Context: an optimization exercise on an open-source flow, tuned for small area. The choices shown serve that exercise and are no tape-out recipe.
The RTL was checked by simulation tests, not by an equivalence proof against the original design.

==> flow/design.v <==
module iccm_link (
    input  wire         clk,
    input  wire         rst,           
    input  wire         rx,
    output wire         tx,
    input  wire         cmd_valid,
    input  wire [7:0]   cmd,
    output wire         cmd_ready,
    input  wire         msg_we,
    input  wire [7:0]   msg_byte,
    output reg          resp_valid,
    output wire         resp_avail,
    output wire [4:0]   resp_len,
    output wire [159:0] resp_data,
    output wire [15:0]  status,
    output wire [4:0]   cursor,
    output reg  [6:0]   events
);
    localparam integer N = 20;             
    localparam integer M = 16;             
    localparam [7:0] C_INIT  = 8'h01;
    localparam [7:0] C_SEND  = 8'h02;
    localparam [7:0] C_AVAIL = 8'h03;
    localparam [7:0] C_READ  = 8'h04;
    localparam [7:0] C_CLEAR = 8'h05;
    localparam [7:0] C_DIS   = 8'h06;
    localparam [7:0] C_EN    = 8'h07;
    reg        dis;                        
    reg        ss;                         
    reg        data_avail;
    reg        pclr;                       
    reg        ovf;
    reg        edge_pend;
    reg        init_done;
    reg  [4:0] cur;
    reg  [7:0] rbuf [0:N-1];
    reg        rx_prev;
    reg        rx_active;
    reg        tx_active;
    reg  [5:0] tmr;                        
    reg  [4:0] bcnt;                       
    reg        cb0;                        
    reg        cm;                         
    reg        tx_stx;                     
    reg        invalid_input;
    reg        faulted;
    reg  [7:0] msg [0:M-1];                
    reg  [4:0] msg_cnt;                    
    reg        msg_rsv;
    wire [1:0] link = {dis | tx_active, dis | ss};
    wire edge_ie  = init_done;
    wire ep1      = edge_pend | (edge_ie & ~rx_prev & rx);
    wire activate = ~faulted & ~rx_active & ep1 & init_done;
    wire ev_bail  = activate & (tx_active | dis);
    wire rx_start = activate & ~(tx_active | dis);
    localparam [5:0] T_RX = 6'd50;
    localparam [5:0] T_TX = 6'd32;
    wire tmr_fb   = tmr[5] ^ tmr[4] ^ (tmr[4:0] == 5'd0);
    wire tick_end = tmr == (tx_active ? T_TX : T_RX);
    wire rx_ev    = rx_active & tick_end;
    wire [9:0] bs;
    assign bs[0] = ~bcnt[4] & ~bcnt[0];
    assign bs[1] =  bcnt[0] & ~bcnt[1];
    assign bs[2] =  bcnt[1] & ~bcnt[2];
    assign bs[3] =  bcnt[2] & ~bcnt[3];
    assign bs[4] =  bcnt[3] & ~bcnt[4];
    assign bs[5] =  bcnt[4] &  bcnt[0];
    assign bs[6] =  bcnt[1] & ~bcnt[0];
    assign bs[7] =  bcnt[2] & ~bcnt[1];
    assign bs[8] =  bcnt[3] & ~bcnt[2];
    assign bs[9] =  bcnt[4] & ~bcnt[3];
    wire samp     = rx_ev & ~bs[0] & ~bs[9];
    wire rx_done  = rx_ev & bs[9];
    wire n_rx_active = rx_start | (rx_active & ~rx_done);
    wire is_stx = rx_done & ~cb0 & cm;
    wire is_etx = rx_done &  cb0 & cm;
    wire is_oth = rx_done & ~cm;
    wire full   = cur[4] & cur[2];         
    wire ev_msg_ready = is_etx & ss & ~full;
    wire ev_etx_lost  = is_etx & ss &  full;
    wire ev_overflow  = is_oth & ss &  full;
    wire ev_drop      = (is_etx | is_oth) & ~ss;
    wire push         = (is_etx | is_oth) & ss & ~full;
    wire [4:0] cur_up  = {&cur[3:0], &cur[2:0], &cur[1:0], cur[0], 1'b1};
    wire [4:0] p4_cur  = is_stx ? 5'd0 : cur ^ ({5{push}} & cur_up);
    wire       p4_da   = ~is_stx & (data_avail | ev_msg_ready);
    wire       p4_ovf  = ~is_stx & (ovf | ev_overflow);
    wire       p4_ss   = is_stx | (ss & ~is_etx);
    wire       p4_ep   = ~faulted & ep1 & ~activate & ~rx_done |
                         faulted & edge_pend;
    assign cmd_ready = ~tx_active & ~n_rx_active;
    wire do_cmd   = cmd_valid & cmd_ready;
    wire illegal  = (cmd == 8'h00) || (cmd > C_EN);
    wire send_cmd = do_cmd & (cmd == C_SEND);
    wire ok       = do_cmd & ~faulted & ~illegal & (init_done | cmd == C_INIT);
    wire bad      = do_cmd & ~faulted & (illegal | (~init_done & cmd != C_INIT));
    wire c_init  = ok & (cmd == C_INIT);
    wire c_send  = ok & (cmd == C_SEND);
    wire c_read  = ok & (cmd == C_READ);
    wire c_avail = ok & (cmd == C_AVAIL);
    wire c_clr   = ok & ((cmd == C_CLEAR) | (cmd == C_INIT)) | pclr;
    wire c_dis   = ok & (cmd == C_DIS);
    wire c_en    = ok & ((cmd == C_EN) | (cmd == C_INIT));
    wire ev_tx_rej = c_send & p4_ss;
    wire admit     = c_send & ~p4_ss;
    wire tx_ev     = tx_active & tick_end;
    wire frame_end = tx_ev & bs[9];
    wire msg_left  = msg_cnt != 5'd0;
    wire data_end  = frame_end & ~tx_stx & msg_left;
    wire tx_done   = frame_end & ~tx_stx & ~msg_left;
    wire pad       = tx_active & tx_stx & bs[0] & (tmr[5:4] == 2'b00) &
                     ~msg_cnt[4] & (tmr[3:0] >= msg_cnt[3:0]);
    wire [7:0] tx_byte = tx_stx ? 8'h02 : (msg_left ? msg[M-1] : 8'h03);
    wire [9:0] tx_raw  = {1'b0, tx_byte, 1'b1};
    assign tx = tx_active & |(tx_raw & bs);
    wire stage     = msg_we & ~tx_active & ~send_cmd;
    wire stage_in  = stage & ~msg_cnt[4];
    wire msg_shift = stage_in | pad | data_end;
    always @(posedge clk) begin
        if (rst) begin
            edge_pend     <= 1'b0;
            init_done     <= 1'b0;
            rx_active     <= 1'b0;
            tx_active     <= 1'b0;
            invalid_input <= 1'b0;
            faulted       <= 1'b0;
            msg_rsv       <= 1'b0;
            resp_valid    <= 1'b0;
            events        <= 7'd0;
        end else begin
            edge_pend     <= p4_ep & ~c_init;
            init_done     <= init_done | c_init;
            rx_active     <= n_rx_active;
            tx_active     <= admit | (tx_active & ~tx_done);
            invalid_input <= invalid_input | (admit & msg_rsv);
            faulted       <= faulted | bad;
            resp_valid    <= c_read | c_avail;
            events        <= {tx_done, ev_tx_rej, ev_bail, ev_drop,
                              ev_overflow, ev_etx_lost, ev_msg_ready};
            if (send_cmd)
                msg_rsv <= 1'b0;
            else if (stage && (msg_byte == 8'h02 || msg_byte == 8'h03))
                msg_rsv <= 1'b1;
        end
    end
    wire [4:0] cnt_up = {&msg_cnt[3:0], &msg_cnt[2:0], &msg_cnt[1:0],
                         msg_cnt[0], 1'b1};
    wire [4:0] cnt_dn = {~|msg_cnt[3:0], ~|msg_cnt[2:0], ~|msg_cnt[1:0],
                         ~msg_cnt[0], 1'b1};
    wire [4:0] cnt_tg = ({5{stage_in}} & cnt_up) | ({5{data_end}} & cnt_dn);
    always @(posedge clk) begin
        if (rst || (send_cmd && !admit))
            msg_cnt <= 5'd0;
        else
            msg_cnt <= msg_cnt ^ cnt_tg;
    end
    integer i;
    always @(posedge clk) begin
        rx_prev    <= rx;
        cur        <= c_clr ? 5'd0 : p4_cur;
        data_avail <= ~c_clr & p4_da;
        ovf        <= ~c_clr & p4_ovf;
        ss         <= p4_ss & ~c_dis & ~c_init;
        dis        <= (dis | c_dis) & ~c_en;
        pclr       <= c_read;
        if (rx_start | admit)
            tmr <= 6'd0;
        else
            tmr <= {tmr[4:0], tmr_fb};
        if (rx_start | admit)
            bcnt <= 5'd0;
        else if (tick_end)
            bcnt <= {bcnt[3:0], ~bcnt[4]};
        if (admit)
            tx_stx <= 1'b1;
        else if (frame_end)
            tx_stx <= 1'b0;
        if (samp) begin
            if (bs[1]) cb0 <= rx;
            if (bs[2]) cm <= rx;
            else if (!bs[1]) cm <= cm & ~rx;
        end
        for (i = 0; i < N; i = i + 1)
            if (samp && cur == i) rbuf[i] <= {rx, rbuf[i][7:1]};
        if (msg_shift) begin
            msg[0] <= msg_byte;
            for (i = 1; i < M; i = i + 1)
                msg[i] <= msg[i-1];
        end
    end
    genvar g;
    generate
        for (g = 0; g < N; g = g + 1) begin : g_resp
            assign resp_data[8*g +: 8] = rbuf[g];
        end
    endgenerate
    assign resp_avail = data_avail;
    assign resp_len   = cur - {4'd0, data_avail};
    assign status = {4'b0000, faulted, invalid_input, tx_active, rx_active,
                     init_done, edge_ie, edge_pend, ovf & ~pclr,
                     data_avail & ~pclr, ss, link};
    assign cursor = cur & {5{~pclr}};
endmodule
clock: 10.0 ns
lec_check: 0
abc_area: 1
cap_margin: 20
core_margin: 2
core_utilization: 75
slew_margin: 20
standard.sh (not shown) runs the stock make flow with config.mk's settings and CLKGATE_MAP_FILE= SYNTH_SCRIPT=/design/flow/synth_recipe.tcl, a recipe that flattens the netlist after the stock synthesis.
==> flow/flow/run.sh <==
#!/bin/bash
# Standard layout with the smallest port buffers and a lighter clock tree.
set -o pipefail
export BUFFER_PORTS_ARGS="-buffer_cell sky130_fd_sc_hd__buf_1"
export CTS_ARGS="-sink_clustering_enable -repair_clock_nets -dont_use_dummy_load -buf_list sky130_fd_sc_hd__clkbuf_8 -root_buf sky130_fd_sc_hd__clkbuf_8 -tree_buf sky130_fd_sc_hd__clkbuf_4 -sink_clustering_size 20 -sink_clustering_max_diameter 50"
bash standard.sh > standard.log 2>&1
The first run finished with timing, DRC and antenna clean.
Edit:
- ABC_AREA: 1 -> default
What happened:
- global-route usage is higher by 0.93 points
- sequential cell count stays the same
- final cell count shrinks by 4.4%
- synthesized cell count is lower by 6.7%
- first-iteration DRC count climbs by 6.7%
- routed wire length climbs by 4.8%

[afterwards: timing with drivers on the ports]
The flow's constraints put no driver on any port. The routed layouts listed below were extracted and timed again, unchanged, in two steps.
Step 1, drivers: a clkbuf_16 drives clk and a buf_2 each remaining input, both assumed.
Step 2 adds t to the input delays and takes it off the output delays; t is the mean of the earliest and latest rising clock arrival at the registers after step 1. Input paths then give back, and output paths get back, about the clock's delay inside the block.
Three values: ideal ports, drivers, drivers and shift; two values: the first two.
run | t (ns) | setup slack, ns | clock arrival spread, ns
the first run | 0.550 | 4.822 / 4.795 / 4.794 | 0.048 / 0.048
the second run | 0.573 | 4.551 / 4.526 / 4.526 | 0.048 / 0.048
After both steps every run listed still meets setup and hold. The setup slack of the first run, which loses most, moves by -0.027 ns with the drivers and by -0.028 ns with both steps.
